This is an optimization exercise on Yosys and OpenROAD, whose aim is small area, a short achievable clock period and few clock cycles, not a production implementation. In this exercise RTL edits were held to simulation tests only and were not proved equivalent to the original. No activity file was given, so power comes from the tool's default toggle rates.

`flow/standard.sh`:
```
#!/bin/bash
# synth_recipe.tcl (not shown) runs the flow's synth.tcl, then flattens the netlist and writes it again
# the make line also repeats each setting of config.mk as NAME=value (left out here)
make -C /OpenROAD-flow-scripts/flow DESIGN_CONFIG=/design/flow/config.mk WORK_HOME=/design/flow/orfs CLKGATE_MAP_FILE= SYNTH_SCRIPT=/design/flow/synth_recipe.tcl "${@:-finish}"
```
`flow/flow/run.sh`:
```
#!/bin/bash
# The standard layout, with plain buf_1 cells as the port buffers
# (every input and output port still gets its own buffer), and the
# resizer's downsizing of gates off the critical paths after routing.
set -euo pipefail
export BUFFER_PORTS_ARGS="-buffer_cell sky130_fd_sc_hd__buf_1"
export RECOVER_POWER=100
bash standard.sh > orfs_flow.log 2>&1
```
`flow/config.mk`:
```
export PLATFORM = sky130hd
export DESIGN_NAME = p1load_sync
export DESIGN_NICKNAME = p1load_sync
export VERILOG_FILES = /design/flow/design.v
export SDC_FILE = /design/flow/constraint.sdc
export NUM_CORES = 4
export LEC_CHECK = 0
export CAP_MARGIN = 20
export CORE_MARGIN = 2
export CORE_UTILIZATION = 45
export CTS_CLUSTER_DIAMETER = 100
export CTS_CLUSTER_SIZE = 20
export SETUP_SLACK_MARGIN = 5.0
export SLEW_MARGIN = 20
export TNS_END_PERCENT = 5
```
`flow/constraint.sdc`:
```
create_clock -name core_clock -period 8.0 [get_ports {clk}]
set_input_delay 1.6000 -clock core_clock [delete_from_list [all_inputs] [get_ports {clk}]]
set_output_delay 1.6000 -clock core_clock [all_outputs]
set_load 0.01 [all_outputs]
```
`flow/design.v`:
```
module p1load_sync (
    input  wire        clk,
    input  wire        rst,
    input  wire        cmd_valid,
    output wire        cmd_ready,
    input  wire [71:0] cmd_data,
    output reg         rsp_valid,
    output wire [2:0]  rsp_status,
    output wire [31:0] rsp_data,
    output wire        trst_req,
    input  wire        trst_ack,
    output wire        tx_valid,
    input  wire        tx_ready,
    output wire [7:0]  tx_data,
    output wire        tx_last,
    output wire        rx_req,
    output wire [3:0]  rx_max,
    output wire [31:0] rx_timeout,
    input  wire        rx_valid,
    input  wire [7:0]  rx_data,
    input  wire        rx_last,
    input  wire        rx_empty,
    output reg         prog_valid,
    output reg  [2:0]  prog_phase,
    output wire [31:0] prog_offset,
    output wire [31:0] prog_total,
    output wire [12:0] img_addr,
    input  wire [31:0] img_data,
    input  wire [31:0] img_len
);
    localparam [2:0] S_OK = 3'd0, S_TIMEOUT = 3'd1, S_ERROR = 3'd2,
                     S_PRECOND = 3'd3, S_ILLEGAL = 3'd4;
    localparam [1:0] SESS_READY = 2'd0, SESS_LINKED = 2'd1,
                     SESS_DONE = 2'd2, SESS_FAILED = 2'd3;
    localparam [3:0] OP_INIT = 4'h1, OP_READ_REG = 4'h2, OP_LFSR_SEED = 4'h3,
                     OP_LFSR_STEP = 4'h4, OP_APPEND_BYTE = 4'h5,
                     OP_APPEND_WORD = 4'h6, OP_FLUSH = 4'h7,
                     OP_RECEIVE_BIT = 4'h8, OP_HANDSHAKE = 4'h9,
                     OP_WAIT_FOR_ACK = 4'hA, OP_LOAD_IMAGE = 4'hB,
                     OP_SHUTDOWN = 4'hC;
    localparam [3:0] ST_IDLE  = 4'd0,
                     ST_DEC   = 4'd1,
                     ST_TRST  = 4'd2,    
                     ST_TXP   = 4'd3,    
                     ST_TXS   = 4'd4,    
                     ST_STORE = 4'd5,    
                     ST_TXW   = 4'd6,    
                     ST_RX    = 4'd7,    
                     ST_WARX  = 4'd8;    
    localparam [1:0] GM_HS = 2'd0, GM_WORD = 2'd1, GM_F9 = 2'd2, GM_AB = 2'd3;
    localparam [1:0] WP_ONE = 2'd0, WP_KIND = 2'd1, WP_CNT = 2'd2, WP_IMG = 2'd3;
    reg [7:0]  lfsr;
    reg [7:0]  version;
    reg [127:0] txbuf;          
    reg [3:0]  rp;              
    reg [4:0]  txcur;
    reg [7:0]  rxbit;           
    reg [7:0]  rxval;           
    reg [3:0]  rxcur;
    reg [3:0]  rxlen;
    reg [1:0]  hs;              
    reg [1:0]  sess;
    reg [2:0]  last_status;
    reg [3:0]  state;
    reg        s_idle, s_trst, s_warx;    
    reg        hv;              
    reg [3:0]  cm;              
    reg        illegal;         
    reg        ld_bad;
    reg        a0z;
    reg        k1;              
    reg        k0;
    reg [31:0] a;               
    reg [13:0] szw;             
    reg [13:0] cnt;             
    reg [1:0]  gm;
    reg [1:0]  wp;
    reg [3:0]  wi;
    reg [1:0]  b10;
    reg [3:0]  ix;              
    reg [1:0]  ackn;
    reg        cact;            
    reg        rq;
    reg [15:0] rdat;
    reg        tv;
    reg [7:0]  tdat;
    reg        tl;
    wire [7:0] lfsr_next = {lfsr[6:0], lfsr[7] ^ lfsr[5] ^ lfsr[4] ^ lfsr[1]};
    assign cmd_ready   = s_idle;
    assign trst_req    = s_trst;
    assign tx_valid    = tv;
    assign tx_data     = tdat;
    assign tx_last     = tl;
    assign rx_req      = rq || s_warx;
    assign rx_max      = s_warx ? 4'd1 : 4'd8;
    assign rx_timeout  = s_warx ? 32'd25 : a;
    assign img_addr    = cnt[12:0];
    assign rsp_status  = last_status;
    assign rsp_data    = {16'd0, rdat};
    assign prog_offset = {17'd0, cnt[12:0], 2'b00};
    assign prog_total  = {16'd0, szw, 2'b00};
    wire ofree = !tv || tx_ready;
    wire [31:0] src = (wp == WP_IMG) ? img_data :
                      (wp == WP_CNT) ? {18'd0, szw} :
                      (wp == WP_KIND) ? {30'd0, k1, k0} : a;
    reg  [2:0] fld;
    always @(*) begin
        case (wi)
            4'd0: fld = src[2:0];
            4'd1: fld = src[5:3];
            4'd2: fld = src[8:6];
            4'd3: fld = src[11:9];
            4'd4: fld = src[14:12];
            4'd5: fld = src[17:15];
            4'd6: fld = src[20:18];
            4'd7: fld = src[23:21];
            4'd8: fld = src[26:24];
            default: fld = src[29:27];
        endcase
    end
    wire [7:0] wbyte = (wi == 4'd10) ? {4'b1111, b10[1], 2'b01, b10[0]}
                                     : {1'b1, fld[2], 2'b01, fld[1], 2'b01, fld[0]};
    wire       hs_pat = (cnt[8:0] != 9'd0) && (cnt[8:0] <= 9'd250);
    reg [7:0] gbyte;
    reg       gfinal;
    always @(*) begin
        case (gm)
            GM_HS: begin
                gbyte  = hs_pat ? {7'h7F, lfsr[0]} : 8'hF9;
                gfinal = (cnt[8:0] == 9'd508);
            end
            GM_WORD: begin
                gbyte  = wbyte;
                gfinal = (wi == 4'd10) && ((wp == WP_ONE) ||
                         (wp == WP_CNT && szw == 14'd0) ||
                         (wp == WP_IMG && cnt == szw));
            end
            GM_F9: begin
                gbyte  = 8'hF9;
                gfinal = 1'b1;
            end
            default: begin
                gbyte  = a[7:0];
                gfinal = 1'b1;
            end
        endcase
    end
    wire [7:0]  c_op  = cmd_data[7:0];
    wire [31:0] c_a0  = cmd_data[39:8];
    wire [31:0] c_a1  = cmd_data[71:40];
    wire c_a0z  = (c_a0 == 32'd0);
    wire c_a0hz = (c_a0[31:8] == 24'd0);
    wire c_a1z  = (c_a1 == 32'd0);
    reg  c_mbz_bad;
    always @(*) begin
        case (c_op[3:0])
            OP_INIT, OP_LFSR_STEP, OP_FLUSH, OP_HANDSHAKE, OP_SHUTDOWN:
                c_mbz_bad = !c_a0z || !c_a1z;
            OP_READ_REG, OP_LFSR_SEED, OP_APPEND_BYTE:
                c_mbz_bad = !c_a0hz || !c_a1z;
            OP_APPEND_WORD, OP_RECEIVE_BIT, OP_WAIT_FOR_ACK:
                c_mbz_bad = !c_a1z;
            default:  
                c_mbz_bad = (c_a0[31:2] != 30'd0);
        endcase
    end
    wire c_illegal = (c_op == 8'd0) || (c_op > 8'd12) || c_mbz_bad ||
                     (c_op[3:0] == OP_READ_REG && c_a0[7:0] > 8'd8);
    wire c_ld_bad  = (c_a1[1:0] != 2'd0) || (c_a1[31:16] != 16'd0) ||
                     (c_a1[15] && c_a1[14:0] != 15'd0) ||
                     (img_len[31:16] == 16'd0 && c_a1[15:2] > img_len[15:2]);
    reg  allowed;
    always @(*) begin
        case (cm)
            OP_INIT, OP_READ_REG: allowed = 1'b1;
            OP_HANDSHAKE:         allowed = (sess == SESS_READY);
            OP_LOAD_IMAGE, OP_SHUTDOWN: allowed = (sess == SESS_LINKED);
            default:              allowed = (sess != SESS_FAILED);
        endcase
    end
    wire [3:0] hs_val = {hs[1], hs == 2'd1, hs == 2'd1, hs[0] | (hs == 2'd1)};
    reg [15:0] reg_value;
    always @(*) begin
        case (a[3:0])
            4'd0: reg_value = {7'd0, hs_val, last_status, sess};
            4'd1: reg_value = {8'd0, lfsr};
            4'd2: reg_value = {8'd0, version};
            4'd3: reg_value = {11'd0, txcur};
            4'd4: reg_value = {12'd0, rxcur};
            4'd5: reg_value = {12'd0, rxlen};
            4'd6: reg_value = 16'd16;
            4'd7: reg_value = 16'd8;
            default: reg_value = 16'h8000;
        endcase
    end
    wire rx_isb = (rx_data[7:1] == 7'h7F);
    wire [7:0] wsel = 8'd1 << rxcur[2:0];
    wire win_isb = |(rxbit & wsel);
    wire win_val = |(rxval & wsel);
    wire dv = cact && (rq ? (rx_valid && !rx_empty && rx_isb)
                          : (rxcur != rxlen && win_isb));
    wire db = rq ? rx_data[0] : win_val;
    wire nxt_free = (txcur == 5'd0);
    wire ring_app = (state == ST_STORE) && !txcur[4] && (rp == txcur[3:0]);
    wire txp_go   = (state == ST_TXP) && (rp == ix) && ofree;
    always @(posedge clk) begin
        txbuf <= {ring_app ? gbyte : txbuf[7:0], txbuf[127:8]};
        rp    <= rst ? 4'd0 : rp + 4'd1;
    end
    always @(posedge clk) begin
        if (rst) begin
            state       <= ST_IDLE;
            s_idle      <= 1'b1;
            s_trst      <= 1'b0;
            s_warx      <= 1'b0;
            lfsr        <= 8'h00;
            version     <= 8'h00;
            txcur       <= 5'd0;
            rxcur       <= 4'd0;
            rxlen       <= 4'd0;
            hs          <= 2'd0;
            sess        <= SESS_READY;
            last_status <= S_OK;
            rsp_valid   <= 1'b0;
            prog_valid  <= 1'b0;
            tv          <= 1'b0;
            rq          <= 1'b0;
        end else begin
            prog_valid <= 1'b0;
            rsp_valid  <= 1'b0;
            if (tx_ready) tv <= 1'b0;
            if (rsp_valid) begin
                if (last_status == S_TIMEOUT || last_status == S_ERROR)
                    sess <= SESS_FAILED;
            end
            case (state)
                ST_IDLE: begin
                    if (cmd_valid) begin
                        cm      <= cmd_data[3:0];
                        illegal <= c_illegal;
                        ld_bad  <= c_ld_bad;
                        a0z     <= c_a0z;
                        a       <= c_a0;
                        szw     <= cmd_data[55:42];
                        go(ST_DEC);
                    end
                end
                ST_DEC: begin
                    last_status <= S_OK;
                    rdat  <= 16'd0;
                    wi    <= 4'd0;
                    ix    <= 4'd0;
                    cact  <= 1'b1;
                    go(ST_IDLE);
                    if (illegal) begin
                        last_status     <= S_ILLEGAL;
                        rsp_valid <= 1'b1;
                    end else if (!allowed) begin
                        last_status     <= S_PRECOND;
                        rsp_valid <= 1'b1;
                    end else begin
                        case (cm)
                            OP_INIT: begin
                                txcur     <= 5'd0;
                                rxcur     <= 4'd0;
                                rxlen     <= 4'd0;
                                lfsr      <= 8'h00;
                                version   <= 8'h00;
                                hs        <= 2'd0;
                                sess      <= SESS_READY;
                                rsp_valid <= 1'b1;
                            end
                            OP_READ_REG: begin
                                rdat      <= reg_value;
                                rsp_valid <= 1'b1;
                            end
                            OP_LFSR_SEED: begin
                                lfsr      <= a[7:0];
                                rsp_valid <= 1'b1;
                            end
                            OP_LFSR_STEP: begin
                                lfsr      <= lfsr_next;
                                rdat      <= {15'd0, lfsr[0]};
                                rsp_valid <= 1'b1;
                            end
                            OP_APPEND_BYTE: begin
                                gm    <= GM_AB;
                                go(ST_STORE);
                            end
                            OP_APPEND_WORD: begin
                                gm    <= GM_WORD;
                                wp    <= WP_ONE;
                                go(ST_STORE);
                            end
                            OP_FLUSH: begin
                                if (nxt_free) rsp_valid <= 1'b1;
                                else go(ST_TXP);
                            end
                            OP_RECEIVE_BIT: begin
                                rq    <= 1'b0;
                                go(ST_RX);
                            end
                            OP_HANDSHAKE: begin
                                prog(3'd0);
                                cnt <= 14'd0;
                                hv  <= 1'b0;
                                go(ST_TRST);
                            end
                            OP_WAIT_FOR_ACK: begin
                                gm   <= GM_F9;
                                ackn <= 2'd0;
                                if (a0z) begin
                                    last_status     <= S_TIMEOUT;
                                    rsp_valid <= 1'b1;
                                end else begin
                                    go(nxt_free ? ST_TXS : ST_TXP);
                                end
                            end
                            OP_LOAD_IMAGE: begin
                                if (ld_bad) begin
                                    last_status     <= S_PRECOND;
                                    rsp_valid <= 1'b1;
                                end else begin
                                    gm   <= GM_WORD;
                                    wp   <= WP_KIND;
                                    k1   <= a[1];
                                    k0   <= a[0];
                                    a    <= 32'd400;
                                    cnt  <= 14'd0;
                                    ackn <= 2'd1;
                                    go(nxt_free ? ST_TXS : ST_TXP);
                                end
                            end
                            default: begin  
                                gm    <= GM_WORD;
                                wp    <= WP_ONE;
                                go(nxt_free ? ST_TXS : ST_TXP);
                            end
                        endcase
                    end
                end
                ST_TRST: begin
                    if (trst_ack) begin
                        lfsr  <= 8'h50;
                        cnt   <= 14'd0;
                        gm    <= GM_HS;
                        go(nxt_free ? ST_TXS : ST_TXP);
                    end
                end
                ST_TXP: begin
                    if (txp_go) begin
                        tv   <= 1'b1;
                        tdat <= txbuf[7:0];
                        tl   <= (ix == 4'd15) ||
                                ({1'b0, ix} == txcur - 5'd1 && cm == OP_FLUSH);
                        ix   <= ix + 4'd1;
                        if ({1'b0, ix} == txcur - 5'd1) begin
                            ix <= 4'd0;
                            if (cm == OP_FLUSH || txcur[4])
                                txcur <= 5'd0;
                            if (cm == OP_FLUSH)
                                go(ST_TXW);
                            else if (cm == OP_APPEND_BYTE || cm == OP_APPEND_WORD)
                                go(ST_STORE);
                            else
                                go(ST_TXS);
                        end
                    end
                end
                ST_STORE: begin
                    if (txcur[4]) begin
                        go(ST_TXP);
                    end else if (ring_app) begin
                        txcur <= txcur + 5'd1;
                        if (gfinal) go(ST_TXW);
                    end
                end
                ST_TXS: begin
                    if (ofree) begin
                        tv    <= 1'b1;
                        tdat  <= gbyte;
                        tl    <= (txcur[3:0] == 4'd15) || gfinal;
                        txcur <= gfinal ? 5'd0 : {1'b0, txcur[3:0] + 4'd1};
                        if (gfinal) begin
                            if (gm == GM_WORD && cm == OP_LOAD_IMAGE) begin
                                gm  <= GM_F9;
                                cnt <= 14'd0;
                            end else begin
                                go(ST_TXW);
                            end
                        end
                    end
                end
                ST_TXW: begin
                    if (ofree) begin
                        case (cm)
                            OP_HANDSHAKE: begin
                                prog(3'd1);
                                cnt        <= 14'd0;
                                rq         <= 1'b0;
                                go(ST_RX);
                            end
                            OP_LOAD_IMAGE, OP_WAIT_FOR_ACK: begin
                                go(ST_WARX);
                            end
                            OP_SHUTDOWN: begin
                                sess      <= SESS_DONE;
                                rsp_valid <= 1'b1;
                                go(ST_IDLE);
                            end
                            default: begin
                                rsp_valid <= 1'b1;
                                go(ST_IDLE);
                            end
                        endcase
                    end
                end
                ST_WARX: begin
                    if (rx_valid) begin
                        if (rx_empty && a != 32'd1) begin
                            a     <= a - 32'd1;
                            go(ST_TXS);
                        end else if (rx_empty || rx_data != 8'hFE || ackn == 2'd0) begin
                            last_status     <= rx_empty ? S_TIMEOUT :
                                         (rx_data == 8'hFE) ? S_OK : S_ERROR;
                            rsp_valid <= 1'b1;
                            go(ST_IDLE);
                        end else if (ackn == 2'd1 && k1) begin
                            prog(3'd5);
                            a          <= 32'd200;
                            ackn       <= 2'd2;
                            go(ST_TXS);
                        end else if (ackn == 2'd2) begin
                            prog(3'd6);
                            a          <= 32'd80;
                            ackn       <= 2'd3;
                            go(ST_TXS);
                        end else begin
                            prog(3'd7);
                            sess       <= SESS_DONE;
                            rsp_valid  <= 1'b1;
                            go(ST_IDLE);
                        end
                    end
                end
                ST_RX: begin
                    if (!rq) begin
                        if (!cact) begin
                            rsp_valid <= 1'b1;
                            go(ST_IDLE);
                        end else if (rxcur != rxlen) begin
                            rxcur <= rxcur + 4'd1;
                        end else begin
                            rq    <= 1'b1;
                            ix    <= 4'd0;
                            rxcur <= 4'd0;
                            if (cm == OP_HANDSHAKE)
                                a <= hv ? 32'd50 : 32'd100;
                        end
                    end else if (rx_valid) begin
                        if (rx_empty) begin
                            rq    <= 1'b0;
                            rxcur <= 4'd0;
                            rxlen <= 4'd0;
                            cact  <= 1'b0;
                            last_status <= S_TIMEOUT;
                            if (cm == OP_HANDSHAKE) begin
                                hs      <= 2'd3;
                                version <= 8'h00;
                            end
                        end else begin
                            rxbit[ix[2:0]] <= rx_isb;
                            rxval[ix[2:0]] <= rx_data[0];
                            ix <= ix + 4'd1;
                            if (cact)
                                rxcur <= ix + 4'd1;
                            if (rx_last) begin
                                rq    <= 1'b0;
                                rxlen <= ix + 4'd1;
                            end
                        end
                    end
                    if (dv) deliver(db);
                end
                default: go(ST_IDLE);
            endcase
            if ((state == ST_TXS && ofree) || ring_app) begin
                case (gm)
                    GM_HS: begin
                        cnt <= cnt + 14'd1;
                        if (hs_pat) lfsr <= lfsr_next;
                    end
                    GM_WORD: begin
                        if (wp == WP_IMG && wi == 4'd0 && cnt[7:0] == 8'd0)
                            prog(3'd4);
                        if (wi == 4'd10) begin
                            wi <= 4'd0;
                            if (wp == WP_KIND) wp <= WP_CNT;
                            else if (wp == WP_CNT) wp <= WP_IMG;
                        end else begin
                            wi <= wi + 4'd1;
                            if (wi == 4'd9) begin
                                b10 <= src[31:30];
                                if (wp == WP_IMG) begin
                                    cnt <= cnt + 14'd1;
                                end
                            end
                        end
                    end
                    default: ;
                endcase
            end
        end
    end
    task go(input [3:0] ns);
        begin
            state  <= ns;
            s_idle <= (ns == ST_IDLE);
            s_trst <= (ns == ST_TRST);
            s_warx <= (ns == ST_WARX);
        end
    endtask
    task prog(input [2:0] ph);
        begin
            prog_valid <= 1'b1;
            prog_phase <= ph;
        end
    endtask
    task deliver(input b);
        begin
            if (cm != OP_HANDSHAKE) begin
                cact  <= 1'b0;
                last_status <= S_OK;
                rdat  <= {15'd0, b};
            end else if (!hv) begin
                lfsr <= lfsr_next;
                if (b != lfsr[0]) begin
                    cact    <= 1'b0;
                    hs      <= 2'd2;
                    last_status   <= S_ERROR;
                end else begin
                    cnt <= cnt + 14'd1;
                    if (cnt[7:0] == 8'd249) begin
                        prog(3'd2);
                        cnt <= 14'd0;
                        hv  <= 1'b1;
                    end
                end
            end else begin
                version <= {b, version[7:1]};
                cnt     <= cnt + 14'd1;
                if (cnt[2:0] == 3'd7) begin
                    cnt        <= 14'd0;
                    cact       <= 1'b0;
                    hs         <= 2'd1;
                    sess       <= SESS_LINKED;
                    prog(3'd3);
                    last_status      <= S_OK;
                    rdat       <= {8'd0, b, version[7:1]};
                end
            end
        end
    endtask
endmodule
```
==> results of run 1 <==
[logic make-up (layout without fill, tap and decap cells)]
kind of cell,Yosys count,in the layout,synth area share
multiplexers,44,44,0.0307
adder cells (fa/ha/maj),39,39,0.0296
AND/OR/NAND/NOR,592,593,0.186
other,1,62,0.000229
AO/OA/AOI/OAI,441,441,0.188
buffers and inverters,252,405,0.0785
XOR/XNOR,72,72,0.0393
flip-flops,304,304,0.448
[final timing paths]
path | end | slack, ns | depth (start not counted) | start
max reg2reg | prog_phase[2] | 3.51 | 7 | state[2]
min reg2reg | txbuf[66] | 0.30 | 0 | txbuf[74]
min | txbuf[66] | 0.30 | 0 | txbuf[74]
max | a[24] | 2.80 | 7 | rst
[per-layer routing]
metal	up-vias	part of all wire	GRT usage	routed length [µm]
met2	872	0.44	0.434	24400
met1	6992	0.42	0.385	22900
met4	0	0.039	0.107	2160
met5	-	0	0	0
li1	6721	-	-	-
met3	108	0.10	0.0528	5620
[cell type report]
class / instances / area (µm²)
inverter: 52 / 196
clock buffer: 27 / 527
antenna: 1 / 2.50
sequential: 304 / 7350
clock inverter: 4 / 41.3
tap: 461 / 577
timing repair buffer: 322 / 1460
fill: 3403 / 17400
multi-input combinational: 1250 / 8150
[metrics by stage]
| step | std cells | setup slack [ns] |
|---|---|---|
| after global routing | 2420 | 2.65 |
| after detailed placement | 2340 | 3.78 |
| after global placement | 2340 | 3.65 |
| after floorplan | 1805 | 4.22 |
| final | 2421 | 2.80 |
| after CTS | 2394 | 4.87 |
[cell usage in the layout (no fill, tap or decap), types with 17 or more instances in the layout]
cell type,n
a31oi_1,21
nor3_1,43
xnor2_1,38
clkbuf_16,20
a22oi_1,29
conb_1,61
nand2b_1,17
a21oi_1,76
buf_4,43
nand4_1,22
clkbuf_1,28
mux2_2,30
nand2_1,151
nand3_1,48
nor2b_1,42
a22o_1,26
xor2_1,33
edfxtp_1,125
nor2_1,102
inv_1,51
nor4_1,49
buf_1,247
ha_1,37
o21ai_0,95
dfxtp_1,171
[registers in the layout, summed over array words and instances (netlist names), 5 cells and up]
name	count
rxbit	8
cnt	14
txbuf	128
txcur	5
lfsr	8
tdat	8
szw	14
rdat	10
a	32
version	8
rxval	8
[where the power goes]
| group | total [mW] | switching [mW] | internal, mW | leakage, nW |
|---|---|---|---|---|
| sequential | 1.78 | 0.0966 | 1.68 | 2.61 |
| clock | 1.01 | 0.524 | 0.482 | 0.280 |
| combinational | 0.564 | 0.360 | 0.204 | 3.58 |
| total | 3.35 | 0.980 | 2.37 | 6.47 |
[timing repair]
action                     in CTS  in global routing
buffers inserted               22                 25
setup endpoints to repair     214                201
pin swaps                       5                  6
cloned                          1                  1
hold buffers                    0                  0
resized for setup              40                 41
==> metrics.md, run 1 <==
| Metric | Value |
|---|---|
| TritonRoute pass-1 iters | 6 |
| CP arrival | 5.20 ns |
| Skew-Pair Late Insertion Delay | 0.53 ns |
| Worst slew pin tran | 2.46 ns |
| Layout Check Fails | capacitance limit, slew limit |
| Cell chosen for the clock root | clkbuf_16 |
| Sinks on Clock Net | 304 |
| Power density over the cells | 183 mW/mm² |
| Cell area after technology mapping | 0.0164 mm² |
| Post-Syn Area per Cell | 9.39 µm² |
| Number of port buffers | 254 |
| Number of buffer and inverter instances along the worst setup path | 5 |
| Proportion of register bits with asynchronous set or reset after synthesis | 0 |
| Number of slew-limit violations in the final report | 113 |
| Number of remaining DRC errors | 0 |
| Critical path's top delay family | buffers and inverters |
| Unrepaired setup endpoints after global routing | true |
| Number of endpoints failing setup at the final stage | 0 |
| Post-layout power | 3.35 mW |
| CTS clock-pin slew for the worst setup and hold paths | 0.09 ns |
| Worst hold slack across all endpoints | 0.303 ns |
| Number of vias in the routed layout | 14.7k |
| Fin crit share | 0.650 |
| Highest attainable clock frequency | 192 MHz |
| Count of different cell masters after synthesis | 86 |
| Crit path launch type | input port |
| Hold Fails Final Rpt | 0 |
| Per-cell via count in the routed design | 6.07 |
| Sequential fraction of the synthesis area | 0.448 |
| Accumulated negative setup slack | 0 ns |
| Layout Area Growth over Synthesis | 11.7% |
| Post-route clock skew | 0.0287 ns |
| Number of levels in the clock H-tree | 1 |
| Number of buffers inserted during clock tree synthesis | 19 |
| Layout Cell Area excl Fill | 0.0183 mm² |
| Final core utilization | 0.512 |
| Yosys warning count | 1 |
| TritonCTS clock tree | built |
| Worst path required time | 8.00 ns |
| Slew HR | -0.642 |
| Wire length reported by the detailed router | 55,100 µm |
| Final #Nets | 2,139 |
| Largest cells by area after synthesis | edfxtp_1, dfxtp_1, buf_4, nand2_1, o21ai_0 |
| Most numerous cell in the Yosys netlist | dfxtp_1 |
| Yosys top cell by area | edfxtp_1 |
| Remaining number of nets flagged by the antenna check after routing | 0 |
| CORE AREA | 0.0357 mm² |
| Synth top area share | 0.229 |
| Gate count of the mapped netlist | 1,745 |
| Vias in the first global route | 13.5k |
| Die height | 195 µm |
| Congestion Overflow GR | 0 |
| Area enclosed by the die boundary | 0.0379 mm² |
| Std-Cell Rows | 69 |
| Post-route minimum period | 5.20 ns |
| Number of flops mapped to enable cells by yosys | 125 |
| Global-route wire length before repair | 81,900 µm |
| #FFs+latches synth | 304 |
| Cells along the critical path | clkbuf_2, clkbuf_1, inv_1, buf_6, nand2_1, nor3_4, clkbuf_1 |
| Detailed Place HPWL | 40,300 µm |
| Result of the run | complete, but fails checks |
| Critical Path Most Common Cell | clkbuf_1 |
| Leakage Power | 6.47 nW |
| Ratio of cells with drive above 1 in the final layout | 0.0914 |
| Ys flop type | dfxtp_1 |
| Crit-path max cell delay | 1.74 ns |
| Synth top cells by count | dfxtp_1, nand2_1, edfxtp_1 |
| Combined global-route utilization of all metal layers | 0.279 |
| Boundary Pins | 318 |
| Number of antenna violations at the first check in global routing | 1 |
| Highest net fanout along the worst path | 44 |
| Wire length per cell | 22.7 µm |
| Maximum number of pins on one net before global-route repair | 45 |
| Final GP Congestion | 0.940 |
| Type of the worst min-delay path | register to register |
| Maximum VDD drop | 0.000118 V |
| Classification of the worst setup path | input port to register |
| Critical Path End Type | register |
| Width of the die | 195 µm |
| Placed instance area | 0.0172 mm² |
| Initial core utilization | 0.458 |
| Violation count after the first detailed-route iteration | 1,724 |
| Maximum Capacitance Violations | 3 |
| Clk buf depth | 3 |
| Slowest cell on the critical path | clkbuf_1 |
Testbench counts, summed over its fixed seeds: cycles 50,294.
==> run 2: changes to the inputs <==
--- a/flow/design.v
+++ b/flow/design.v
@@ -65,6 +65,7 @@
     reg        s_idle, s_trst, s_warx;    
     reg        hv;              
     reg [3:0]  cm;              
+    reg        c_hs, c_ld, c_fl, c_st, c_sd, c_wa;    
     reg        illegal;         
     reg        ld_bad;
     reg        a0z;
@@ -237,6 +238,13 @@
                 ST_IDLE: begin
                     if (cmd_valid) begin
                         cm      <= cmd_data[3:0];
+                        c_hs    <= (cmd_data[3:0] == OP_HANDSHAKE);
+                        c_ld    <= (cmd_data[3:0] == OP_LOAD_IMAGE);
+                        c_fl    <= (cmd_data[3:0] == OP_FLUSH);
+                        c_st    <= (cmd_data[3:0] == OP_APPEND_BYTE) ||
+                                   (cmd_data[3:0] == OP_APPEND_WORD);
+                        c_sd    <= (cmd_data[3:0] == OP_SHUTDOWN);
+                        c_wa    <= (cmd_data[3:0] == OP_WAIT_FOR_ACK);
                         illegal <= c_illegal;
                         ld_bad  <= c_ld_bad;
                         a0z     <= c_a0z;
@@ -352,15 +360,15 @@
                         tv   <= 1'b1;
                         tdat <= txbuf[7:0];
                         tl   <= (ix == 4'd15) ||
-                                ({1'b0, ix} == txcur - 5'd1 && cm == OP_FLUSH);
+                                ({1'b0, ix} == txcur - 5'd1 && c_fl);
                         ix   <= ix + 4'd1;
                         if ({1'b0, ix} == txcur - 5'd1) begin
                             ix <= 4'd0;
-                            if (cm == OP_FLUSH || txcur[4])
+                            if (c_fl || txcur[4])
                                 txcur <= 5'd0;
-                            if (cm == OP_FLUSH)
+                            if (c_fl)
                                 go(ST_TXW);
-                            else if (cm == OP_APPEND_BYTE || cm == OP_APPEND_WORD)
+                            else if (c_st)
                                 go(ST_STORE);
                             else
                                 go(ST_TXS);
@@ -382,7 +390,7 @@
                         tl    <= (txcur[3:0] == 4'd15) || gfinal;
                         txcur <= gfinal ? 5'd0 : {1'b0, txcur[3:0] + 4'd1};
                         if (gfinal) begin
-                            if (gm == GM_WORD && cm == OP_LOAD_IMAGE) begin
+                            if (gm == GM_WORD && c_ld) begin
                                 gm  <= GM_F9;
                                 cnt <= 14'd0;
                             end else begin
@@ -393,26 +401,18 @@
                 end
                 ST_TXW: begin
                     if (ofree) begin
-                        case (cm)
-                            OP_HANDSHAKE: begin
-                                prog(3'd1);
-                                cnt        <= 14'd0;
-                                rq         <= 1'b0;
-                                go(ST_RX);
-                            end
-                            OP_LOAD_IMAGE, OP_WAIT_FOR_ACK: begin
-                                go(ST_WARX);
-                            end
-                            OP_SHUTDOWN: begin
-                                sess      <= SESS_DONE;
-                                rsp_valid <= 1'b1;
-                                go(ST_IDLE);
-                            end
-                            default: begin
-                                rsp_valid <= 1'b1;
-                                go(ST_IDLE);
-                            end
-                        endcase
+                        if (c_hs) begin
+                            prog(3'd1);
+                            cnt        <= 14'd0;
+                            rq         <= 1'b0;
+                            go(ST_RX);
+                        end else if (c_ld || c_wa) begin
+                            go(ST_WARX);
+                        end else begin
+                            if (c_sd) sess <= SESS_DONE;
+                            rsp_valid <= 1'b1;
+                            go(ST_IDLE);
+                        end
                     end
                 end
                 ST_WARX: begin
@@ -454,7 +454,7 @@
                             rq    <= 1'b1;
                             ix    <= 4'd0;
                             rxcur <= 4'd0;
-                            if (cm == OP_HANDSHAKE)
+                            if (c_hs)
                                 a <= hv ? 32'd50 : 32'd100;
                         end
                     end else if (rx_valid) begin
@@ -464,7 +464,7 @@
                             rxlen <= 4'd0;
                             cact  <= 1'b0;
                             last_status <= S_TIMEOUT;
-                            if (cm == OP_HANDSHAKE) begin
+                            if (c_hs) begin
                                 hs      <= 2'd3;
                                 version <= 8'h00;
                             end
@@ -528,7 +528,7 @@
     endtask
     task deliver(input b);
         begin
-            if (cm != OP_HANDSHAKE) begin
+            if (!c_hs) begin
                 cact  <= 1'b0;
                 last_status <= S_OK;
                 rdat  <= {15'd0, b};
==> flow/flow/run.sh (replaced) <==
#!/bin/bash
# The standard layout, with plain buf_1 cells as the port buffers
# (every input and output port still gets its own buffer).
set -euo pipefail
export BUFFER_PORTS_ARGS="-buffer_cell sky130_fd_sc_hd__buf_1"
bash standard.sh > orfs_flow.log 2>&1
--- a/flow/config.mk
+++ b/flow/config.mk
@@ -10,6 +10,7 @@
 export CORE_UTILIZATION = 45
 export CTS_CLUSTER_DIAMETER = 100
 export CTS_CLUSTER_SIZE = 20
+export PLACE_DENSITY = 0.8
 export SETUP_SLACK_MARGIN = 5.0
 export SLEW_MARGIN = 20
 export TNS_END_PERCENT = 5
==> run 2 against run 1 <==
Compared with the run above: the run now finishes clean; via count increased by 6.2%; core utilization down 0.32 points; area after synthesis up 3.5%; cell area up 4.0%; worst setup slack better by 2.0 ns; critical path type unchanged.
==> metrics.md, run 2 <==
| Metric | Value |
|---|---|
| Result of the run | timing/DRC/antenna clean (was complete, but fails checks) |
| Ys flop type | dfxtp_1 (unchanged) |
| Remaining number of nets flagged by the antenna check after routing | 0 (unchanged) |
| Combined global-route utilization of all metal layers | 0.282 (was 0.279) |
| Type of the worst min-delay path | register to register (unchanged) |
| Yosys top cell by area | edfxtp_1 (unchanged) |
| Number of buffers inserted during clock tree synthesis | 19 (unchanged) |
| Number of fill cells | 3,399 (was 3,403) |
| Vias in the first global route | 14.4k (was 13.5k) |
| Fin crit share | 0.397 (was 0.650) |
| Count of different cell masters after synthesis | 96 (was 86) |
| Met2 WL post-DR | 27,500 µm (was 24,400 µm) |
| Area enclosed by the die boundary | 0.0392 mm² (was 0.0379 mm²) |
| Depth of the worst hold-timing path | 0 (unchanged) |
| Violation count after the first detailed-route iteration | 2,223 (was 1,724) |
| Sequential fraction of the synthesis area | 0.444 (was 0.448) |
| Final GP Congestion | 0.984 (was 0.940) |
| Wire length on met3 | 5820 µm (was 5620 µm) |
| Number of flip-flops in the largest register | 128 (unchanged) |
| Post-route clock skew | 0.0309 ns (was 0.0287 ns) |
| Most frequent cells in the layout | buf_1, nand2_1, dfxtp_1 (was buf_1, dfxtp_1, nand2_1) |
| CTS clock-pin slew for the worst setup and hold paths | 0.09 ns (about the same) |
| CP arrival | 3.43 ns (was 5.20 ns) |
| Highest metal layer with signal wires | met4 (unchanged) |
| Wire length per cell | 22.7 µm (about the same) |
| TritonCTS clock tree | built (unchanged) |
| Worst slew pin tran | 0.829 ns (was 2.46 ns) |
| Number of remaining DRC errors | 0 (unchanged) |
| Minimum setup slack among reg-to-reg paths | 4.96 ns (was 3.51 ns) |
| Final #Nets | 2,206 (was 2,139) |
| Worst path required time | 8.25 ns (was 8.00 ns) |
| Crit path launch type | input port (unchanged) |
| Maximum VDD drop | 0.000175 V (was 0.000118 V) |
| Unrepaired setup endpoints after global routing | true (unchanged) |
| Post-route minimum period | 3.18 ns (was 5.20 ns) |
| Leading registers by flop count | txbuf x128, a x32 (unchanged) |
| Layout Area Growth over Synthesis | 12.3% (was 11.7%) |
| Ratio of cells with drive above 1 in the final layout | 0.0996 (was 0.0914) |
| Accumulated negative setup slack | 0 ns (unchanged) |
| Synth top cells by count | dfxtp_1, nand2_1, edfxtp_1 (unchanged) |
| Maximum Capacitance Violations | 0 (was 3) |
| Highest attainable clock frequency | 315 MHz (was 192 MHz) |
| Synth top area share | 0.232 (was 0.229) |
| Largest cells by area after synthesis | edfxtp_1, dfxtp_1, buf_4, nand2_1, o21ai_0 (unchanged) |
| Post-route insts no fill | 2,539 (was 2,421) |
| Slew HR | 0.447 (was -0.642) |
| Gate count of the mapped netlist | 1,829 (was 1,745) |
| Initial core utilization | 0.453 (was 0.458) |
| Detailed Place HPWL | 42,200 µm (was 40,300 µm) |
| Number of endpoints failing setup at the final stage | 0 (unchanged) |
| Number of levels in the clock H-tree | 1 (unchanged) |
| Cell area after technology mapping | 0.0169 mm² (was 0.0164 mm²) |
| Area of combinational cells with multiple inputs | 0.00858 mm² (was 0.00815 mm²) |
| Wire length reported by the detailed router | 57,700 µm (was 55,100 µm) |
| Congestion Overflow GR | 0 (unchanged) |
| Cell chosen for the clock root | clkbuf_16 (unchanged) |
| Most numerous cell in the Yosys netlist | dfxtp_1 (unchanged) |
| Number of antenna repair diodes | 0 (was 1) |
| Number of vias in the routed layout | 15.6k (was 14.7k) |
| Global-route wire length before repair | 85,100 µm (was 81,900 µm) |
| Placed cell count | 2,460 (was 2,340) |
| #FFs+latches synth | 310 (was 304) |
| Number of antenna violations at the first check in global routing | 0 (was 1) |
| Skew-Pair Late Insertion Delay | 0.54 ns (was 0.53 ns) |
| Per-cell via count in the routed design | 6.15 (was 6.07) |
| Number of flops mapped to enable cells by yosys | 131 (was 125) |
| CTS Hold Buffers Added | 0 (unchanged) |
| Post-layout power | 5.09 mW (was 3.35 mW) |
| Classification of the worst setup path | input port to register (unchanged) |
| Yosys warning count | 1 (unchanged) |
| TritonRoute pass-1 iters | 6 (unchanged) |
| Highest net fanout along the worst path | 2 (was 44) |
| Leading cell type in the layout, fill and taps excluded | buf_1 (unchanged) |
| Die height | 198 µm (was 195 µm) |
| Maximum number of pins on one net before global-route repair | 52 (was 45) |
| Boundary Pins | 318 (unchanged) |
| Leakage Power | 6.66 nW (was 6.47 nW) |
| Worst reg2reg path startpoint | wi[1] (was state[2]) |
| End point of the worst hold path | txbuf[81] (was txbuf[66]) |
| Hold Fails Final Rpt | 0 (unchanged) |
| Most flops, register | txbuf (unchanged) |
| FF-to-FF path depth | 8 (was 7) |
| Width of the die | 198 µm (was 195 µm) |
| Number of port buffers | 254 (unchanged) |
| CORE AREA | 0.0374 mm² (was 0.0357 mm²) |
| FF+latch area | 0.00753 mm² (was 0.00735 mm²) |
| Clk buf depth | 3 (unchanged) |
| Std-Cell Rows | 71 (was 69) |
| Power density over the cells | 268 mW/mm² (was 183 mW/mm²) |
| Sinks on Clock Net | 310 (was 304) |
| Capture point of the worst reg-to-reg path | cnt[8] (was prog_phase[2]) |
| Post-Syn Area per Cell | 9.26 µm² (was 9.39 µm²) |
| Proportion of register bits with asynchronous set or reset after synthesis | 0 (unchanged) |
| Worst hold path startpoint | txbuf[89] (was txbuf[74]) |
| Wl on met1 | 22,000 µm (was 22,900 µm) |
| Number of slew-limit violations in the final report | 0 (was 113) |
| Critical Path End Type | register (unchanged) |
-- run 2: routing by layer --
| metal | vias up | track usage |
|---|---|---|
| met4 | 0 | 0.115 |
| met5 | - | 0 |
| met1 | 7456 | 0.365 |
| li1 | 6926 | - |
| met3 | 165 | 0.0474 |
| met2 | 1063 | 0.469 |
-- run 2: area by class of cell --
cell class / count / share of cell area
flip-flops and latches: 310 / 0.396
clock inverters: 3 / 0.00112
well taps: 511 / 0.0336
multi-input cells: 1317 / 0.451
inverters: 54 / 0.0114
repair buffers: 315 / 0.0801
clock buffers: 29 / 0.0270
-- run 2: stage by stage --
step | hold WS [ns] | utilization | cell area (µm²) | setup WS, ns
4_1_cts | 0.328 | 0.499 | 18600 | 4.70
5_1_grt | 0.333 | 0.509 | 19000 | 4.78
2_1_floorplan | 0.310 | - | 17200 | 4.42
3_3_place_gp | 0.311 | 0.475 | 17800 | 3.77
6_report | 0.313 | 0.509 | 19000 | 4.82
3_5_place_dp | 0.312 | 0.475 | 17800 | 3.64
-- run 2: what timing repair did --
item,in CTS,in global routing
cloned,2,2
setup endpoints to repair,204,212
pin swaps,4,7
resized for setup,37,35
setup buffers,21,21
-- run 2: cells by family after synthesis --
family | share of synthesized area
buffers and inverters | 0.0807
and+or+nand+nor | 0.202
adders and majority gates | 0.0273
AOI/OAI and AO/OA | 0.180
muxes | 0.0258
other | 0.000221
xor gates and xnor gates | 0.0403
DFF | 0.444
-- run 2: worst max-delay path, cell delays in order --
cell,delay (ns)
buf_1,0.09
mux4_2,0.47
nor2_1,0.14
nor4_1,0.07
o21ai_0,0.32
a211oi_1,0.13
nor3_1,0.47
a21oi_1,0.14
-- run 2: worst max path at each step --
| stage | start | to | slack [ns] |
|---|---|---|---|
| after floorplan | rx_data[6] | a[0] | 4.42 |
| after global placement | rx_empty | cnt[12] | 3.77 |
| after detailed placement | rx_empty | cnt[13] | 3.64 |
| after CTS | cmd_data[43] | ld_bad | 4.70 |
| after global routing | rx_valid | prog_phase[2] | 4.78 |
| final | img_data[0] | tdat[0] | 4.82 |
-- run 2: where the power goes --
part           switching, mW  internal, mW  total (mW)
Combinational           1.11         0.667        1.78
Sequential             0.358          1.96        2.32
Clock                  0.537         0.449       0.987
Testbench counts of run 2, summed over its fixed seeds: cycles 50,294.
==> run 3: changes to the inputs <==
--- a/flow/config.mk
+++ b/flow/config.mk
@@ -10,7 +10,6 @@
 export CORE_UTILIZATION = 45
 export CTS_CLUSTER_DIAMETER = 100
 export CTS_CLUSTER_SIZE = 20
-export PLACE_DENSITY = 0.8
 export SETUP_SLACK_MARGIN = 5.0
 export SLEW_MARGIN = 20
-export TNS_END_PERCENT = 5
+export TNS_END_PERCENT = 40
==> run 3 against run 2 <==
Compared with the run above: clock power up 7%; non-clock buffer count up 24; core utilization up 0.98 points; sequential power about the same.
==> metrics.md, run 3 <==
| Metric | Value |
|---|---|
| Std-Cell Rows | 71 (unchanged) |
| Clk buf depth | 3 (unchanged) |
| Met2 routing resource usage after global routing | 0.469 (about the same) |
| Post-Syn Area per Cell | 9.26 µm² (unchanged) |
| Post-route clock skew | 0.0236 ns (was 0.0309 ns) |
| Detailed Place HPWL | 41,700 µm (was 42,200 µm) |
| Count of different cell masters after synthesis | 96 (unchanged) |
| CTS Hold Buffers Added | 0 (unchanged) |
| Worst reg2reg path startpoint | state[3] (was wi[1]) |
| Crit-path max cell delay | 0.48 ns (was 0.47 ns) |
| End point of the worst hold path | txbuf[14] (was txbuf[81]) |
| Wire length reported by the detailed router | 57,600 µm (was 57,700 µm) |
| Violation count after the first detailed-route iteration | 1,423 (was 2,223) |
| Area enclosed by the die boundary | 0.0392 mm² (unchanged) |
| Unrepaired setup endpoints after global routing | true (unchanged) |
| Leading cell type in the layout, fill and taps excluded | buf_1 (unchanged) |
| Worst path required time | 6.40 ns (was 8.25 ns) |
| Number of endpoints failing setup at the final stage | 0 (unchanged) |
| #FFs+latches synth | 310 (unchanged) |
| Yosys warning count | 1 (unchanged) |
| Fin crit share | 0.385 (was 0.397) |
| Boundary Pins | 318 (unchanged) |
| Final #Nets | 2,229 (was 2,206) |
| Slew HR | 0.451 (was 0.447) |
| Number of vias in the routed layout | 15.2k (was 15.6k) |
| Leading registers by flop count | txbuf x128, a x32 (unchanged) |
| Placed instance area | 0.0178 mm² (about the same) |
| Layout Area Growth over Synthesis | 14.4% (was 12.3%) |
| Synth top area share | 0.232 (unchanged) |
| Number of buffers inserted during clock tree synthesis | 20 (was 19) |
| Number of flops mapped to enable cells by yosys | 131 (unchanged) |
| Most flops, register | txbuf (unchanged) |
| Wire length per cell | 22.4 µm (was 22.7 µm) |
| Yosys top cell by area | edfxtp_1 (unchanged) |
| Ys flop type | dfxtp_1 (unchanged) |
| Power density over the cells | 269 mW/mm² (was 268 mW/mm²) |
| Minimum setup slack among reg-to-reg paths | 5.00 ns (was 4.96 ns) |
| Width of the die | 198 µm (unchanged) |
| Depth of the worst hold-timing path | 0 (unchanged) |
| Cell chosen for the clock root | clkbuf_16 (unchanged) |
| Number of remaining DRC errors | 0 (unchanged) |
| Sinks on Clock Net | 310 (unchanged) |
| Highest net fanout along the worst path | 2 (unchanged) |
| Number of flip-flops in the largest register | 128 (unchanged) |
| CTS clock-pin slew for the worst setup and hold paths | 0.10 ns (was 0.09 ns) |
| Number of fill cells | 3,491 (was 3,399) |
| Final GP Congestion | 0.957 (was 0.984) |
| Ratio of cells with drive above 1 in the final layout | 0.120 (was 0.0996) |
| Highest attainable clock frequency | 325 MHz (was 315 MHz) |
| CORE AREA | 0.0374 mm² (unchanged) |
| TritonCTS clock tree | built (unchanged) |
| Type of the worst min-delay path | register to register (unchanged) |
| Combined global-route utilization of all metal layers | 0.286 (was 0.282) |
| Congestion Overflow GR | 0 (unchanged) |
| Vias in the first global route | 14.0k (was 14.4k) |
| Die height | 198 µm (unchanged) |
| Maximum Capacitance Violations | 0 (unchanged) |
| Skew-Pair Late Insertion Delay | 0.55 ns (was 0.54 ns) |
| Worst slew pin tran | 0.822 ns (was 0.829 ns) |
| Result of the run | timing/DRC/antenna clean (unchanged) |
| Capture point of the worst reg-to-reg path | txcur[2] (was cnt[8]) |
| Critical Path End Type | output pin (was register) |
| Number of antenna repair diodes | 0 (unchanged) |
| Maximum VDD drop | 0.000150 V (was 0.000175 V) |
| Met1 global-route usage | 0.382 (was 0.365) |
| Critical path's top delay family | flip-flops (was simple AND/OR/NAND/NOR gates) |
| Slowest cell on the critical path | edfxtp_1 (was mux4_2) |
| Leakage Power | 6.87 nW (was 6.66 nW) |
| Global-route wire length before repair | 85,700 µm (was 85,100 µm) |
| FF-to-FF path depth | 7 (was 8) |
| Most numerous cell in the Yosys netlist | dfxtp_1 (unchanged) |
| Number of levels in the clock H-tree | 1 (unchanged) |
| Number of antenna violations at the first check in global routing | 5 (was 0) |
| Sequential fraction of the synthesis area | 0.444 (unchanged) |
| Classification of the worst setup path | register to output pin (was input port to register) |
| TritonRoute pass-1 iters | 6 (unchanged) |
| Met3 Use GR | 0.0468 (was 0.0474) |
| Worst hold slack across all endpoints | 0.319 ns (was 0.313 ns) |
| Number of slew-limit violations in the final report | 0 (unchanged) |
| Most used routing layer | met2 (unchanged) |
| Worst hold path startpoint | txbuf[22] (was txbuf[89]) |
| Synth top cells by count | dfxtp_1, nand2_1, edfxtp_1 (unchanged) |
| Initial core utilization | 0.453 (unchanged) |
| Cell area after technology mapping | 0.0169 mm² (unchanged) |
| Proportion of register bits with asynchronous set or reset after synthesis | 0 (unchanged) |
| Number of port buffers | 254 (unchanged) |
| Remaining number of nets flagged by the antenna check after routing | 0 (unchanged) |
| Maximum number of pins on one net before global-route repair | 52 (unchanged) |
| Post-route minimum period | 3.08 ns (was 3.18 ns) |
| Cells along the critical path | clkinvlp_4, nor2_2, buf_2 (was buf_1, mux4_2, nor2_1, nor4_1, o21ai_0, a211oi_1, nor3_1, a21oi_1) |
| Per-cell via count in the routed design | 5.91 (was 6.15) |
| Hold Fails Final Rpt | 0 (unchanged) |
| Gate count of the mapped netlist | 1,829 (unchanged) |
| Crit path launch type | register (was input port) |
| Layout Cell Area excl Fill | 0.0194 mm² (was 0.0190 mm²) |
| Most frequent cells in the layout | buf_1, nand2_1, dfxtp_1 (unchanged) |
| Largest cells by area after synthesis | edfxtp_1, dfxtp_1, buf_4, nand2_1, o21ai_0 (unchanged) |
| Number of buffer and inverter instances along the worst setup path | 2 (was 1) |
| CP arrival | 1.48 ns (was 3.43 ns) |
| Accumulated negative setup slack | 0 ns (unchanged) |
run 3: cell type report:
| class | count | area, µm² | area share |
|---|---|---|---|
| Clock buffer | 30 | 548 | 0.0283 |
| Clock inverter | 5 | 48.8 | 0.00252 |
| Inverter | 54 | 221 | 0.0114 |
| Multi-Input combinational cell | 1315 | 8690 | 0.448 |
| Sequential cell | 310 | 7530 | 0.389 |
| Tap cell | 511 | 639 | 0.0330 |
| Timing Repair Buffer | 339 | 1710 | 0.0882 |
run 3: timing repair:
item / CTS / global route
buffers inserted: 43 / 20
resized for setup: 60 / 55
setup endpoints to repair: 214 / 146
pin swaps: 7 / 16
hold endpoints to repair: 0 / 0
run 3: cells by family (layout without fill, tap and decap cells):
kind of cell	count (synthesis)	in the layout	synth area share
simple gates	652	652	0.202
compound gates	449	449	0.180
flops	310	310	0.444
buf+inv	264	428	0.0807
xor+xnor	78	78	0.0403
mux	38	38	0.0258
fa+ha+maj	37	37	0.0273
other cells	1	61	0.000221
run 3: how the worst max path moves through the flow:
stage | slack, ns | cells after the start | from | to
3_3_place_gp | 3.69 | 7 | wp[0] | cnt[12]
5_1_grt | 4.88 | 2 | a[25] | rx_timeout[25]
6_report | 4.92 | 3 | a[1] | rx_timeout[1]
3_5_place_dp | 3.68 | 7 | wp[0] | cnt[12]
4_1_cts | 4.79 | 8 | img_data[0] | tdat[0]
2_1_floorplan | 4.42 | 5 | rx_data[6] | a[0]
run 3: per-layer routing:
layer,part of all wire,vias up
met5,0.00087,-
met4,0.039,8
met3,0.083,147
met1,0.41,7259
met2,0.46,755
li1,-,6981
run 3: report_power, final:
| group | internal (mW) | switching, mW | total, mW |
|---|---|---|---|
| logic | 0.709 | 1.16 | 1.86 |
| clock network | 0.487 | 0.569 | 1.06 |
| registers | 1.96 | 0.323 | 2.29 |
run 3: stage by stage:
stage	power, mW	setup slack (ns)	std cells	utilization
global route	5.45	4.88	2564	0.518
finish	5.21	4.92	2564	0.518
CTS	5.09	4.79	2544	0.508
floorplan	3.41	4.42	1889	-
global placement	3.92	3.69	2465	0.476
detailed placement	3.94	3.68	2466	0.477
==> run 4: changes to the inputs <==
--- a/flow/config.mk
+++ b/flow/config.mk
@@ -12,4 +12,4 @@
 export CTS_CLUSTER_SIZE = 20
 export SETUP_SLACK_MARGIN = 5.0
 export SLEW_MARGIN = 20
-export TNS_END_PERCENT = 40
+export TNS_END_PERCENT = 20
==> run 4 against run 3 <==
Compared with the run above: worst setup slack improved by 0.025 ns; still clean; first-iteration DRC count rose by 9.7%; count of clock-buffer cells in the layout stayed put; register-to-register slack lost 0.02 ns; largest power group unchanged.
==> metrics.md, run 4 <==
| Metric | Value |
|---|---|
| Leakage Power | 6.81 nW (was 6.87 nW) |
| Count of different cell masters after synthesis | 96 (unchanged) |
| Internal cell power | 3.10 mW (was 3.16 mW) |
| Power density over the cells | 266 mW/mm² (was 269 mW/mm²) |
| Final core utilization | 0.513 (was 0.518) |
| Layout Cell Area excl Fill | 0.0192 mm² (was 0.0194 mm²) |
| Number of vias in the routed layout | 15.1k (was 15.2k) |
| Worst hold slack across all endpoints | 0.322 ns (was 0.319 ns) |
| Most numerous cell in the Yosys netlist | dfxtp_1 (unchanged) |
| Remaining number of nets flagged by the antenna check after routing | 0 (unchanged) |
| Net Sw Frac | 0.394 (was 0.393) |
| Post-route clock skew | 0.0323 ns (was 0.0236 ns) |
| Initial core utilization | 0.453 (unchanged) |
| Number of flip-flops in the largest register | 128 (unchanged) |
| Yosys warning count | 1 (unchanged) |
| Boundary Pins | 318 (unchanged) |
| Number of remaining DRC errors | 0 (unchanged) |
| Die height | 198 µm (unchanged) |
| Slew HR | 0.381 (was 0.451) |
| Std-Cell Rows | 71 (unchanged) |
| Highest net fanout along the worst path | 7 (was 2) |
| Violation count after the first detailed-route iteration | 1,561 (was 1,423) |
| Gate count of the mapped netlist | 1,829 (unchanged) |
| Number of buffer and inverter instances along the worst setup path | 1 (was 2) |
| Reported net switching power | 2.01 mW (was 2.05 mW) |
| Post-route minimum period | 3.05 ns (was 3.08 ns) |
| CTS clock-pin slew for the worst setup and hold paths | 0.10 ns (about the same) |
| Crit path launch type | register (unchanged) |
| Ratio of cells with drive above 1 in the final layout | 0.116 (was 0.120) |
| Yosys top cell by area | edfxtp_1 (unchanged) |
| Share of total power in sequential cells | 0.451 (was 0.439) |
| Final GP Congestion | 0.959 (was 0.957) |
| Number of port buffers | 254 (unchanged) |
| Leading registers by flop count | txbuf x128, a x32 (unchanged) |
| Cells along the critical path | nor2b_1, buf_1 (was clkinvlp_4, nor2_2, buf_2) |
| Congestion Overflow GR | 0 (unchanged) |
| Part of the total power dissipated in combinational logic | 0.353 (was 0.358) |
| CP arrival | 1.45 ns (was 1.48 ns) |
| Ys flop type | dfxtp_1 (unchanged) |
| TritonCTS clock tree | built (unchanged) |
| Accumulated negative setup slack | 0 ns (unchanged) |
| Skew-Pair Late Insertion Delay | 0.54 ns (was 0.55 ns) |
| Proportion of register bits with asynchronous set or reset after synthesis | 0 (unchanged) |
| Highest attainable clock frequency | 327 MHz (was 325 MHz) |
| Crit-path max cell delay | 0.57 ns (was 0.48 ns) |
| Number of antenna violations at the first check in global routing | 2 (was 5) |
| Share of power burned in the clock network | 0.196 (was 0.203) |
| Sequential fraction of the synthesis area | 0.444 (unchanged) |
| Width of the die | 198 µm (unchanged) |
| Unrepaired setup endpoints after global routing | true (unchanged) |
| #FFs+latches synth | 310 (unchanged) |
| Maximum Capacitance Violations | 0 (unchanged) |
| Sinks on Clock Net | 310 (unchanged) |
| Maximum number of pins on one net before global-route repair | 42 (was 52) |
| Type of the worst min-delay path | register to register (unchanged) |
| Number of levels in the clock H-tree | 1 (unchanged) |
| Clk buf depth | 3 (unchanged) |
| Worst slew pin tran | 0.927 ns (was 0.822 ns) |
| Vias in the first global route | 14.1k (was 14.0k) |
| Most frequent cells in the layout | buf_1, nand2_1, dfxtp_1 (unchanged) |
| Cell chosen for the clock root | clkbuf_16 (unchanged) |
| Per-cell via count in the routed design | 5.91 (about the same) |
| Wire length per cell | 22.6 µm (was 22.4 µm) |
| Classification of the worst setup path | register to output pin (unchanged) |
| Worst path required time | 6.40 ns (about the same) |
| Detailed Place HPWL | 41,900 µm (was 41,700 µm) |
| Final #Nets | 2,223 (was 2,229) |
| Number of flops mapped to enable cells by yosys | 131 (unchanged) |
| Area enclosed by the die boundary | 0.0392 mm² (unchanged) |
| Layout Area Growth over Synthesis | 13.3% (was 14.4%) |
| Number of buffers inserted during clock tree synthesis | 19 (was 20) |
| Critical path's top delay family | flip-flops (unchanged) |
| Synth top cells by count | dfxtp_1, nand2_1, edfxtp_1 (unchanged) |
| Combined global-route utilization of all metal layers | 0.289 (was 0.286) |
| Number of endpoints failing setup at the final stage | 0 (unchanged) |
| Number of slew-limit violations in the final report | 0 (unchanged) |
| Synth top area share | 0.232 (unchanged) |
| CORE AREA | 0.0374 mm² (unchanged) |
| Most flops, register | txbuf (unchanged) |
| Global-route wire length before repair | 86,500 µm (was 85,700 µm) |
| Maximum VDD drop | 0.000126 V (was 0.000150 V) |
| Leading cell type in the layout, fill and taps excluded | buf_1 (unchanged) |
| Largest cells by area after synthesis | edfxtp_1, dfxtp_1, buf_4, nand2_1, o21ai_0 (unchanged) |
| Cell area after technology mapping | 0.0169 mm² (unchanged) |
| Post-Syn Area per Cell | 9.26 µm² (unchanged) |
| Hold Fails Final Rpt | 0 (unchanged) |
| CTS Hold Buffers Added | 0 (unchanged) |
| Fin crit share | 0.382 (was 0.385) |
| Critical Path End Type | output pin (unchanged) |
| Placed instance area | 0.0178 mm² (unchanged) |
| TritonRoute pass-1 iters | 6 (unchanged) |
| Result of the run | timing/DRC/antenna clean (unchanged) |
| Wire length reported by the detailed router | 57,800 µm (was 57,600 µm) |
| Slowest cell on the critical path | edfxtp_1 (unchanged) |
run 4: cell type report:
| cell class | count | area [µm²] |
|---|---|---|
| fill | 3540 | 18200 |
| multi-input combinational | 1315 | 8640 |
| sequential | 310 | 7530 |
| timing repair buffer | 334 | 1640 |
| tap | 511 | 639 |
| clock buffer | 30 | 517 |
| inverter | 54 | 211 |
| clock inverter | 3 | 21.3 |
| antenna | 1 | 2.50 |
run 4: what timing repair did:
action / in CTS / in global routing
hold endpoints to repair: 0 / 0
setup buffers: 37 / 21
endpoints found under the setup margin: 198 / 182
pin swaps: 6 / 14
gates resized for setup: 39 / 64
run 4: path summary, 6_finish.rpt:
kind	to	slack, ns	cells after the start	start
max	rx_timeout[9]	4.95	2	a[9]
min	txbuf[58]	0.32	0	txbuf[66]
max reg2reg	a[21]	4.98	8	a[3]
min reg2reg	txbuf[58]	0.32	0	txbuf[66]
run 4: cells by family (layout without fill, tap and decap cells):
logic type	count (synthesis)	after routing	synth area share
compound gates	449	449	0.180
xor+xnor	78	78	0.0403
fa+ha+maj	37	37	0.0273
buf+inv	264	421	0.0807
flops	310	310	0.444
mux	38	38	0.0258
other cells	1	62	0.000221
simple gates	652	652	0.202
run 4: per-stage QoR:
stage	std cells	worst slack (ns)	power, mW
global route	2558	4.87	5.36
global placement	2465	3.66	3.92
detailed placement	2466	3.57	3.94
floorplan	1889	4.42	3.41
finish	2558	4.95	5.11
CTS	2536	4.76	5.01
run 4: per-layer routing:
metal	GRT usage	wire length, µm
met5	0	13
met4	0.101	2140
met3	0.0446	4820
met2	0.478	27200
met1	0.384	23600
run 4: power by group through the flow:
stage          registers, mW  logic, mW  clock network (mW)
5_1_grt                 2.34       1.95                1.07
3_3_place_gp            2.37       1.55                   0
6_report                2.30       1.80                1.00
2_1_floorplan           2.14       1.27                   0
4_1_cts                 2.30       1.69                1.02
3_5_place_dp            2.37       1.57                   0
==> run 5: changes to the inputs <==
--- a/flow/config.mk
+++ b/flow/config.mk
@@ -8,8 +8,8 @@
 export CAP_MARGIN = 20
 export CORE_MARGIN = 2
 export CORE_UTILIZATION = 45
-export CTS_CLUSTER_DIAMETER = 100
-export CTS_CLUSTER_SIZE = 20
+export CTS_CLUSTER_DIAMETER = 90
+export CTS_CLUSTER_SIZE = 24
 export SETUP_SLACK_MARGIN = 5.0
 export SLEW_MARGIN = 20
 export TNS_END_PERCENT = 20
==> run 5 against run 4 <==
Compared with the run above: still clean on timing, DRC and antenna; first-iteration DRC count fell by 5.9%; power rose by 0.82%; worst setup slack got worse by 0.058 ns; critical path type unchanged; largest power group unchanged; highest routed layer unchanged.
==> metrics.md, run 5 <==
| Metric | Value |
|---|---|
| CTS clock-pin slew for the worst setup and hold paths | 0.11 ns (was 0.10 ns) |
| Most flops, register | txbuf (unchanged) |
| Number of antenna violations at the first check in global routing | 2 (unchanged) |
| Area enclosed by the die boundary | 0.0392 mm² (unchanged) |
| Maximum number of pins on one net before global-route repair | 42 (unchanged) |
| Cell chosen for the clock root | clkbuf_16 (unchanged) |
| Fin crit share | 0.389 (was 0.382) |
| Post-route minimum period | 3.11 ns (was 3.05 ns) |
| Worst slew pin tran | 0.939 ns (was 0.927 ns) |
| Synth top cells by count | dfxtp_1, nand2_1, edfxtp_1 (unchanged) |
| Final GP Congestion | 0.959 (unchanged) |
| Cell area after technology mapping | 0.0169 mm² (unchanged) |
| Clk buf depth | 3 (unchanged) |
| Result of the run | timing/DRC/antenna clean (unchanged) |
| Slew HR | 0.373 (was 0.381) |
| CP arrival | 1.51 ns (was 1.45 ns) |
| Ys flop type | dfxtp_1 (unchanged) |
| Sinks on Clock Net | 310 (unchanged) |
| Net Sw Frac | 0.392 (was 0.394) |
| Remaining number of nets flagged by the antenna check after routing | 0 (unchanged) |
| Capturing element of the worst setup path | rx_timeout[19] (was rx_timeout[9]) |
| Highest attainable clock frequency | 321 MHz (was 327 MHz) |
| #FFs+latches synth | 310 (unchanged) |
| Slowest cell on the critical path | edfxtp_1 (unchanged) |
| Per-cell via count in the routed design | 5.92 (was 5.91) |
| Leading cell type in the layout, fill and taps excluded | buf_1 (unchanged) |
| Detailed Place HPWL | 41,900 µm (unchanged) |
| Combined global-route utilization of all metal layers | 0.286 (was 0.289) |
| Boundary Pins | 318 (unchanged) |
| Internal cell power | 3.13 mW (was 3.10 mW) |
| Layout Area Growth over Synthesis | 13.7% (was 13.3%) |
| Most frequent cells in the layout | buf_1, nand2_1, dfxtp_1 (unchanged) |
| Gate count of the mapped netlist | 1,829 (unchanged) |
| Number of remaining DRC errors | 0 (unchanged) |
| Skew-Pair Late Insertion Delay | 0.56 ns (was 0.54 ns) |
| Leading registers by flop count | txbuf x128, a x32 (unchanged) |
| Wire length reported by the detailed router | 57,500 µm (was 57,800 µm) |
| Area of combinational cells with multiple inputs | 0.00863 mm² (was 0.00864 mm²) |
| Global-route wire length before repair | 85,800 µm (was 86,500 µm) |
| Worst path required time | 6.40 ns (about the same) |
| Cells along the critical path | nor2b_1, buf_1 (unchanged) |
| Initial core utilization | 0.453 (unchanged) |
| Yosys top cell by area | edfxtp_1 (unchanged) |
| Ratio of cells with drive above 1 in the final layout | 0.119 (was 0.116) |
| Most numerous cell in the Yosys netlist | dfxtp_1 (unchanged) |
| Reported net switching power | 2.02 mW (was 2.01 mW) |
| Power density over the cells | 267 mW/mm² (was 266 mW/mm²) |
| Post-Syn Area per Cell | 9.26 µm² (unchanged) |
| Unrepaired setup endpoints after global routing | true (unchanged) |
| Number of flip-flops in the largest register | 128 (unchanged) |
| TritonCTS clock tree | built (unchanged) |
| Largest cells by area after synthesis | edfxtp_1, dfxtp_1, buf_4, nand2_1, o21ai_0 (unchanged) |
| Post-route clock skew | 0.0427 ns (was 0.0323 ns) |
| Capture point of the worst reg-to-reg path | txcur[2] (was a[21]) |
| Violation count after the first detailed-route iteration | 1,469 (was 1,561) |
| Part of the total power dissipated in combinational logic | 0.348 (was 0.353) |
| Std-Cell Rows | 71 (unchanged) |
| Wire length per cell | 22.5 µm (was 22.6 µm) |
| Highest net fanout along the worst path | 6 (was 7) |
| Share of total power in sequential cells | 0.447 (was 0.451) |
| Minimum setup slack among reg-to-reg paths | 5.11 ns (was 4.98 ns) |
| Number of port buffers | 254 (unchanged) |
| Hold Fails Final Rpt | 0 (unchanged) |
| Synth top area share | 0.232 (unchanged) |
| Accumulated negative setup slack | 0 ns (unchanged) |
| Proportion of register bits with asynchronous set or reset after synthesis | 0 (unchanged) |
| Share of power burned in the clock network | 0.204 (was 0.196) |
| Crit-path max cell delay | 0.62 ns (was 0.57 ns) |
| FF-to-FF path depth | 7 (was 8) |
| Maximum VDD drop | 0.000159 V (was 0.000126 V) |
| CORE AREA | 0.0374 mm² (unchanged) |
| TritonRoute pass-1 iters | 6 (unchanged) |
| Number of levels in the clock H-tree | 1 (unchanged) |
| Number of endpoints failing setup at the final stage | 0 (unchanged) |
| Width of the die | 198 µm (unchanged) |
| Critical Path End Type | output pin (unchanged) |
| Die height | 198 µm (unchanged) |
| Count of different cell masters after synthesis | 96 (unchanged) |
| CTS Hold Buffers Added | 0 (unchanged) |
| Number of buffers inserted during clock tree synthesis | 18 (was 19) |
| Number of vias in the routed layout | 15.2k (was 15.1k) |
| Yosys warning count | 1 (unchanged) |
| Number of slew-limit violations in the final report | 0 (unchanged) |
| FF+latch area | 0.00753 mm² (unchanged) |
| Worst reg2reg path startpoint | state[3] (was a[3]) |
| Sequential fraction of the synthesis area | 0.444 (unchanged) |
| Number of flops mapped to enable cells by yosys | 131 (unchanged) |
| Leakage Power | 6.83 nW (was 6.81 nW) |
| Congestion Overflow GR | 0 (unchanged) |
| Startpoint of the most critical setup path | a[19] (was a[9]) |
| Worst hold slack across all endpoints | 0.323 ns (was 0.322 ns) |
| Crit path launch type | register (unchanged) |
| Type of the worst min-delay path | register to register (unchanged) |
| Final #Nets | 2,226 (was 2,223) |
| Number of fill cells | 3,529 (was 3,540) |
| Vias in the first global route | 14.1k (about the same) |
| Maximum Capacitance Violations | 0 (unchanged) |
| Classification of the worst setup path | register to output pin (unchanged) |
==> run 5: cell types whose count changed in the layout (fill, tap and decap cells not counted), moves of 2 or more <==
cell and change:
clkinv_8 +2, buf_4 +4, clkbuf_1 -6, nand2_2 +2, inv_4 -2
==> run 5: logic make-up (layout without fill, tap and decap cells) <==
kind of cell,count (synthesis),count (layout),synth area share
buffers and inverters,264,423,0.0807
multiplexers,38,38,0.0258
XOR/XNOR,78,78,0.0403
adder cells (fa/ha/maj),37,37,0.0273
AO/OA/AOI/OAI,449,449,0.180
other,1,63,0.000221
flip-flops,310,310,0.444
AND/OR/NAND/NOR,652,652,0.202
==> run 5: worst min path at each step <==
stage | start | endpoint | slack [ns] | depth (start not counted)
detailed placement | txbuf[8] | txbuf[0] | 0.31 | 0
finish | txbuf[89] | txbuf[81] | 0.32 | 0
global route | txbuf[72] | txbuf[64] | 0.33 | 0
global placement | txbuf[124] | txbuf[116] | 0.31 | 0
floorplan | txbuf[8] | txbuf[0] | 0.31 | 0
CTS | txbuf[72] | txbuf[64] | 0.33 | 0
==> run 5: power by group through the flow <==
stage / Sequential (mW) / Combinational, mW / Clock, mW
floorplan: 2.14 / 1.27 / 0
global placement: 2.37 / 1.55 / 0
detailed placement: 2.37 / 1.57 / 0
CTS: 2.30 / 1.69 / 1.07
global route: 2.34 / 1.94 / 1.12
finish: 2.30 / 1.79 / 1.05
==> run 5: area by class of cell <==
| cell class | count | area share |
|---|---|---|
| diodes | 2 | 0.000260 |
| clock buffers | 24 | 0.0251 |
| clock inverters | 7 | 0.00539 |
| inverters | 54 | 0.0110 |
| multi-input cells | 1315 | 0.448 |
| flip-flops and latches | 310 | 0.391 |
| well taps | 511 | 0.0332 |
| repair buffers | 338 | 0.0864 |
==> run 5: per-stage QoR <==
| step | power, mW | area (µm²) | setup WS, ns | utilization | cells |
|---|---|---|---|---|---|
| after floorplan | 3.41 | 17200 | 4.42 | - | 1889 |
| after global placement | 3.92 | 17800 | 3.66 | 0.476 | 2465 |
| after detailed placement | 3.94 | 17800 | 3.57 | 0.477 | 2466 |
| after CTS | 5.06 | 18800 | 4.73 | 0.504 | 2535 |
| after global routing | 5.40 | 19300 | 4.85 | 0.515 | 2560 |
| final | 5.15 | 19300 | 4.89 | 0.515 | 2561 |
==> run 5: critical path: cells and delay by family, from the launching register on <==
family                 cells  cell delay (ns)
buffers and inverters      1             0.15
DFF                        1             0.62
and+or+nand+nor            1             0.18
==> run 5: metal layers <==
metal  vias to the layer above  routed length, µm  share of wire  global-route usage
li1                       6967                  -              -                   -
met1                      7263              23500           0.41               0.380
met2                       812              27200           0.47               0.477
met3                       122               4690          0.082              0.0400
met4                         2               2080          0.036               0.101
met5                         -                 16        0.00028                   0
==> run 5: repair_timing <==
item                       4_1_cts  5_1_grt
setup buffers                   38       24
setup endpoints to repair      196      179
pin swaps                        6       12
gates resized for setup         39       59

## separate check: timing with driven ports
The flow's constraints put no driver on any port. The routed layouts listed below were extracted and timed again, unchanged, in two steps. Step 1 assumes that a clkbuf_16 drives the clock port and a buf_2 every other input. Step 2, shift: input delay + t, output delay - t, t = (earliest + latest rising clock arrival at the registers) / 2. This alone moves slack from input paths to output paths. a / b / c = ideal ports / drivers / drivers and shift; a / b = the first two.
run	t (ns)	setup WS [ns]
run 1	0.570	2.798 / 2.827 / 2.257
run 2	0.581	4.824 / 4.782 / 4.249
run 3	0.604	4.920 / 4.859 / 4.390
run 4	0.585	4.945 / 4.887 / 4.473
run 5	0.595	4.887 / 4.827 / 4.401
